Background: an optimization exercise with open tools, aiming at small area, a short achievable clock period and few clock cycles per item. Do not read the settings as production practice.
Where RTL was checked, it was by simulation tests only, not by an equivalence proof against the original.
Power is estimated from default activity; no workload was simulated.

Setup of rev 12:
==> flow/design.v (excerpt) <==
module vospi_engine #(
    parameter LINE_WIDTH   = 80,
    parameter PPS          = 60,       
    parameter SEGS_MULTI   = 4,        
    parameter MARKER_ID    = 20,
    parameter QUIET_MS     = 200
) (
    input  wire        clk,
    input  wire        rst,
    input  wire        cmd_valid,
    output wire        cmd_ready,
    input  wire [2:0]  cmd_op,
    input  wire [7:0]  cmd_hint,
    input  wire        cfg_ok,
    output reg         cfg_req,
    output reg         rsp_valid,
    output wire [1:0]  rsp_code,
    output reg         rsp_active,
    input  wire [31:0] now,
    output reg         xfer_start,
    output reg         xfer_abort,
    input  wire        rx_valid,
    output wire        rx_ready,
    input  wire [15:0] rx_data,
    input  wire        pool_avail,
    input  wire [3:0]  pool_slot,
    output reg         acq_take,
    output reg         rel_valid,
    output reg         rel_used,
    output wire [3:0]  rel_slot,
    output wire        mem_we,
    output wire [3:0]  mem_slot,
    output wire [15:0] mem_addr,
    output wire [15:0] mem_wdata
);
Settings: LEC_CHECK=0, CAP_MARGIN=20, CORE_MARGIN=2, CORE_UTILIZATION=70, CTS_CLUSTER_DIAMETER=45, CTS_CLUSTER_SIZE=30, SLEW_MARGIN=20; clock period 10.0 ns.
standard.sh (not shown) runs the stock make flow with config.mk's settings and CLKGATE_MAP_FILE= SYNTH_SCRIPT=/design/flow/synth_recipe.tcl, a recipe that flattens the netlist after the stock synthesis.
==> flow/flow/run.sh <==
#!/bin/bash
# The standard ORFS layout (the standard.sh), asking timing repair for
# more setup slack than the clock period needs and buffering the ports with
# buf_2 instead of the default delay buffer.
set -euo pipefail
bash standard.sh 'SETUP_SLACK_MARGIN=6.9' 'BUFFER_PORTS_ARGS=-buffer_cell sky130_fd_sc_hd__buf_2' finish > orfs_make.log 2>&1
The inputs of rev 13 differ from those of rev 12 as listed below.
Settings: CTS_CLUSTER_DIAMETER changed from 45 to 55; CTS_CLUSTER_SIZE changed from 30 to 25.
Findings:
Multi-input combinational cell area essentially unchanged between rev 12 and rev 13.
Rev 13 was carried through to the last stage, and its layout satisfied the timing, DRC and antenna checks.
From rev 12 to rev 13 the numbers moved as follows: arrival time reported for the critical path endpoint went up by 2460 ps; design area went down by 4.7%; area added between synthesis and finish went down by 5.5 points.
No functional check of the RTL was part of any run of this note.


job 1598:
vospi_engine, a different RTL version from the one above (not shown whole).
For scale: about 2300 cells after synthesis, ~1500 flip-flops, about 120 I/O pins, roughly 0.035 mm^2 of cells after synthesis.
Settings: LEC_CHECK=0, CAP_MARGIN=20, CORE_MARGIN=2, CORE_UTILIZATION=70, CTS_CLUSTER_DIAMETER=55, CTS_CLUSTER_SIZE=25, SLEW_MARGIN=20; clock period 10.0 ns.
==> flow/flow/run.sh <==
#!/bin/bash
# The standard ORFS layout (the standard.sh), asking timing repair for
# more setup slack than the clock period needs and buffering the ports with
# buf_2 instead of the default delay buffer.
set -euo pipefail
bash standard.sh 'SETUP_SLACK_MARGIN=7.1' 'BUFFER_PORTS_ARGS=-buffer_cell sky130_fd_sc_hd__buf_2' finish > orfs_make.log 2>&1
Testbench counts of job 1598, summed over its fixed seeds: cycles 423,840, items 5,100.
## Diff of input files: job 2905 against job 1598
==> flow/flow/run.sh <==
#!/bin/bash
# The standard ORFS layout (the standard.sh), asking timing repair for
# more setup slack than the clock period needs and buffering the ports with
# buf_1 instead of the default delay buffer.
set -euo pipefail
bash standard.sh 'SETUP_SLACK_MARGIN=6.9' 'BUFFER_PORTS_ARGS=-buffer_cell sky130_fd_sc_hd__buf_1' finish > orfs_make.log 2>&1
Findings:
The final layouts of job 1598 and job 2905 pass the timing, DRC and antenna checks.
Diff job 1598..job 2905 | period utilization | negligible
Of the two values seen for launch point of the worst path, rb[79][13] was produced by job 1598 and now[1] by job 2905.
Relative to job 1598, the total length of routed wires measured on job 2905 has decreased slightly.
On wire length of the first global-routing pass: job 2905 sits below job 1598.
Job 2905 vs job 1598, overall global routing resource usage went down by 0.41 points.
Setup changes, job 2905 to job 8071
==> flow/flow/run.sh <==
#!/bin/bash
# The standard ORFS layout (the standard.sh), asking timing repair for
# more setup slack than the clock period needs and buffering the ports with
# buf_2 instead of the default delay buffer.
set -euo pipefail
bash standard.sh 'SETUP_SLACK_MARGIN=6.9' 'BUFFER_PORTS_ARGS=-buffer_cell sky130_fd_sc_hd__buf_2' finish > orfs_make.log 2>&1
--- a/flow/config.mk
+++ b/flow/config.mk
@@ -11,3 +11,4 @@
 export CTS_CLUSTER_DIAMETER = 55
 export CTS_CLUSTER_SIZE = 25
+export PLACE_DENSITY = 0.88
 export SLEW_MARGIN = 20
Notes after the runs:
When the final numbers for job 2905 and job 8071 were put side by side, the post-layout minimum cycle time turned out to be greater in job 8071. Compared with job 2905, job 8071 shows worst-case register-to-register setup slack lower by 90 ps. Changes observed in job 8071 relative to job 2905: proportion of power drawn by the clock network climbed 0.8 points, count of routing violations after the opening detailed-route iteration has increased. Between job 2905 and job 8071, post-route met1 wirelength increased. Number of synthesized flops with an enable pin: job 2905 vs job 8071 identical. Number of fill cells in the layout of job 8071 falls short of that of job 2905 by more than 10%.
Modified inputs, job 2040 compared to job 8071
--- a/flow/config.mk
+++ b/flow/config.mk
@@ -11,4 +11,3 @@
 export CTS_CLUSTER_DIAMETER = 55
 export CTS_CLUSTER_SIZE = 25
-export PLACE_DENSITY = 0.88
 export SLEW_MARGIN = 20
## What came out
In summary, job 2040 completed successfully, with a layout that passed the timing, DRC and antenna checks.
There was hardly any difference in register cell area after layout between job 8071 and job 2040.
Looking at job 2040 and job 8071, the final area is a wash.
Between job 2040 and job 8071, the final-layout clock-cell area share figures differ only marginally.
Between job 2040 and job 8071, global-route wire length before repair is lower for job 2040, job 8071 comes in above that.
Utilization after layout: job 8071 vs job 2040, no meaningful difference
A launch point of the critical path of now[1] is what job 8071 shows, while rb[79][10] belongs to job 2040.
Input-level comparison between job 9861 and job 2040:
--- a/flow/flow/run.sh
+++ b/flow/flow/run.sh
@@ -4,3 +4,3 @@
 # buf_2 instead of the default delay buffer.
 set -euo pipefail
-bash standard.sh 'SETUP_SLACK_MARGIN=6.9' 'BUFFER_PORTS_ARGS=-buffer_cell sky130_fd_sc_hd__buf_2' finish > orfs_make.log 2>&1
+bash standard.sh 'SETUP_SLACK_MARGIN=6.7' 'BUFFER_PORTS_ARGS=-buffer_cell sky130_fd_sc_hd__buf_2' finish > orfs_make.log 2>&1
[summary]
Job 9861 finished every step from synthesis to the final layout, and the layout passed the timing, DRC and antenna checks.
Looking at job 2040 and job 9861, the clock skew is a wash.
Per the comparison of job 9861 with job 2040, post-route fraction of the period consumed by the critical path climbed 1.1 points, switching power now smaller, total length of routed wires shrank by about 2%.
Area: job 9861 vs job 2040 -> job 9861 smaller
Job 9861 against job 2040: worst setup slack went down by 110 ps, post-CTS repair timing setup buffer count went down by 15, number of ordinary and repair buffers in the finished layout went down by about 14%, hold slack went down by 4.5 ps, clock network area share was more or less identical.
For job 4359, these inputs were changed with respect to job 9861:
--- a/flow/flow/run.sh
+++ b/flow/flow/run.sh
@@ -4,3 +4,3 @@
 # buf_2 instead of the default delay buffer.
 set -euo pipefail
-bash standard.sh 'SETUP_SLACK_MARGIN=6.7' 'BUFFER_PORTS_ARGS=-buffer_cell sky130_fd_sc_hd__buf_2' finish > orfs_make.log 2>&1
+bash standard.sh 'SETUP_SLACK_MARGIN=6.9' 'BUFFER_PORTS_ARGS=-buffer_cell sky130_fd_sc_hd__buf_2' finish > orfs_make.log 2>&1
--- a/flow/config.mk
+++ b/flow/config.mk
@@ -11,3 +11,4 @@
 export CTS_CLUSTER_DIAMETER = 55
 export CTS_CLUSTER_SIZE = 25
+export PLACE_DENSITY = 0.75
 export SLEW_MARGIN = 20
Findings:
- Job 4359: sum of met3 wire segment lengths after detailed routing higher than job 9861
- Taking job 9861 as the reference point, the number of global-route vias before repair of job 4359 rises by 2.9%.
- Status: post-detailed-placement cell area parity (job 4359, job 9861)
- Job 4359 vs. job 9861: layout-stage area growth over the synthesis result shows an increase of 1.1 points, hold slack shows an increase of 3.5 ps.


job 2663:
Another version of the RTL of vospi_engine (not shown whole).
Size in the first run: about 2300 cells after synthesis, ~1500 flip-flops, about 120 I/O pins, about 35000 µm² of cells after synthesis.
export LEC_CHECK = 0
export ABC_CLOCK_PERIOD_IN_PS = 3000
export CAP_MARGIN = 20
export CORE_MARGIN = 2
export CORE_UTILIZATION = 70
export CTS_CLUSTER_DIAMETER = 55
export CTS_CLUSTER_SIZE = 25
export SLEW_MARGIN = 20
create_clock -name core_clock -period 10.0 [get_ports {clk}]
==> flow/flow/run.sh <==
#!/bin/bash
# The standard ORFS layout (the standard.sh), asking timing repair for
# more setup slack than the clock period needs and buffering the ports with
# buf_2 instead of the default delay buffer.
set -euo pipefail
bash standard.sh 'SETUP_SLACK_MARGIN=6.9' 'BUFFER_PORTS_ARGS=-buffer_cell sky130_fd_sc_hd__buf_2' finish > orfs_make.log 2>&1
Job 2663: flow completed, timing, DRC and antenna clean
Setup changes, job 2663 to job 3313
==> flow/config.mk <==
export PLATFORM = sky130hd
export DESIGN_NAME = vospi_engine
export DESIGN_NICKNAME = vospi_engine
export VERILOG_FILES = /design/flow/design.v
export SDC_FILE = /design/flow/constraint.sdc
export NUM_CORES = 4
export LEC_CHECK = 0
export CAP_MARGIN = 20
export CORE_MARGIN = 2
export CORE_UTILIZATION = 80
export CTS_CLUSTER_DIAMETER = 55
export CTS_CLUSTER_SIZE = 25
export SLEW_MARGIN = 20
## What came out
Status(job 3313) = ERROR, stage = detailed placement (3_5_place_dp)
Status: post-synthesis xor/xnor area fraction parity (job 3313, job 2663)
As far as area after synthesis goes, job 2663 and job 3313 are indistinguishable; the numbers are identical.
Compared with job 2663, in job 3313 number of synthesized flops with an enable pin essentially unchanged; effective utilization at floorplan increased 9.9 points; synthesized net count essentially unchanged; number of instances in the synthesized netlist essentially unchanged.
Job 3313 vs. job 2663: die extent in x went down by 15 µm.
No functional check of the RTL was part of any run of this note.


## yarrow
RTL: one of the versions met above, not the one the previous note started from.
Size in the first run: about 2,300 cells after synthesis, about 1,500 flip-flops, ~120 I/O pins, ~0.035 mm^2 of cells after synthesis.
==> flow/design.v (excerpt) <==
module vospi_engine #(
    parameter LINE_WIDTH   = 80,
    parameter PPS          = 60,       
    parameter SEGS_MULTI   = 4,        
    parameter MARKER_ID    = 20,
    parameter QUIET_MS     = 200
) (
    input  wire        clk,
    input  wire        rst,
    input  wire        cmd_valid,
    output wire        cmd_ready,
    input  wire [2:0]  cmd_op,
    input  wire [7:0]  cmd_hint,
    input  wire        cfg_ok,
    output reg         cfg_req,
    output reg         rsp_valid,
    output wire [1:0]  rsp_code,
    output reg         rsp_active,
    input  wire [31:0] now,
    output reg         xfer_start,
    output reg         xfer_abort,
    input  wire        rx_valid,
    output wire        rx_ready,
    input  wire [15:0] rx_data,
    input  wire        pool_avail,
    input  wire [3:0]  pool_slot,
    output reg         acq_take,
    output reg         rel_valid,
    output reg         rel_used,
    output wire [3:0]  rel_slot,
    output wire        mem_we,
    output wire [3:0]  mem_slot,
    output wire [15:0] mem_addr,
    output wire [15:0] mem_wdata
);
==> flow/config.mk <==
export PLATFORM = sky130hd
export DESIGN_NAME = vospi_engine
export DESIGN_NICKNAME = vospi_engine
export VERILOG_FILES = /design/flow/design.v
export SDC_FILE = /design/flow/constraint.sdc
export NUM_CORES = 4
export LEC_CHECK = 0
export CAP_MARGIN = 20
export CORE_MARGIN = 2
export CORE_UTILIZATION = 70
export CTS_BUF_LIST = sky130_fd_sc_hd__clkbuf_8 sky130_fd_sc_hd__clkbuf_16
export CTS_CLUSTER_DIAMETER = 55
export CTS_CLUSTER_SIZE = 25
export SLEW_MARGIN = 20
==> flow/constraint.sdc <==
create_clock -name core_clock -period 10.0 [get_ports {clk}]
set_input_delay 2.0000 -clock core_clock [delete_from_list [all_inputs] [get_ports {clk}]]
set_output_delay 2.0000 -clock core_clock [all_outputs]
set_load 0.01 [all_outputs]
Scripts as last shown in full above: flow/flow/run.sh
Testbench counts of yarrow, summed over its fixed seeds: cycles 423,840, items 5,100.
Modified inputs, nickel compared to yarrow
Settings: changing CTS_CLUSTER_SIZE from 25 to 28; changing CTS_CLUSTER_DIAMETER from 55 to 50; removing CTS_BUF_LIST (formerly sky130_fd_sc_hd__clkbuf_8 sky130_fd_sc_hd__clkbuf_16).
### Flow results
- nickel against yarrow: first-pass GRT wire length higher, die area stayed essentially flat, total number of vias went up, global-route usage barely changed, transition at the pin with the smallest max-transition slack went up by 0.0075 ns.
- Relative to yarrow, wire length per cell after detailed routing has gone down in nickel.

## what the ideal ports hide
The results above use ideal ports. As a check the final layouts listed here were re-extracted and re-timed, cells and wires unchanged. Step 1 sets driving cells, clkbuf_16 on the clock port and buf_2 on the other inputs (assumed; they add their load-dependent delay and slew). Step 2 moves the port delays by t, midway between the first and last clock arrival at a register: inputs arrive t later, outputs are due t later. That takes back most of the time a late clock gives input paths. Three values: ideal ports, drivers, drivers and shift; two values: the first two.
run | t (ns) | setup WS [ns] | latest minus earliest clock arrival (ns) | worst register clock-pin slew, ns | worst data-port slew with drivers (ns)
rev 12 | 0.722 | 6.860 / 6.800 / 6.241 | 0.061 / 0.062 | 0.11 / 0.11 | 0.04
rev 13 | 0.657 | 6.904 / 6.856 / 6.270 | 0.027 / 0.027 | 0.09 / 0.09 | 0.04
job 1598 | 0.683 | 6.883 / 6.821 / 6.233 | 0.023 / 0.022 | 0.10 / 0.10 | 0.06
job 2905 | 0.677 | 6.894 / 6.840 / 6.226 | 0.030 / 0.029 | 0.10 / 0.10 | 0.06
job 8071 | 0.680 | 6.810 / 6.810 / 6.130 | 0.038 / 0.038 | 0.11 / 0.11 | 0.07
job 2040 | 0.675 | 6.895 / 6.835 / 6.245 | 0.025 / 0.025 | 0.10 / 0.10 | 0.06
job 9861 | 0.671 | 6.782 / 6.725 / 6.206 | 0.021 / 0.022 | 0.09 / 0.09 | 0.06
job 4359 | 0.668 | 6.898 / 6.840 / 6.268 | 0.020 / 0.020 | 0.10 / 0.10 | 0.06
job 2663 | 0.665 | 6.862 / 6.837 / 6.208 | 0.026 / 0.026 | 0.10 / 0.10 | 0.06
yarrow | 0.675 | 6.895 / 6.835 / 6.248 | 0.025 / 0.025 | 0.10 / 0.10 | 0.06
nickel | 0.682 | 6.893 / 6.831 / 6.261 | 0.035 / 0.035 | 0.10 / 0.10 | 0.06
After both steps every run listed still meets setup and hold. The setup slack of job 8071, which loses most, moves by 0.000 ns with the drivers and by -0.680 ns with both steps.
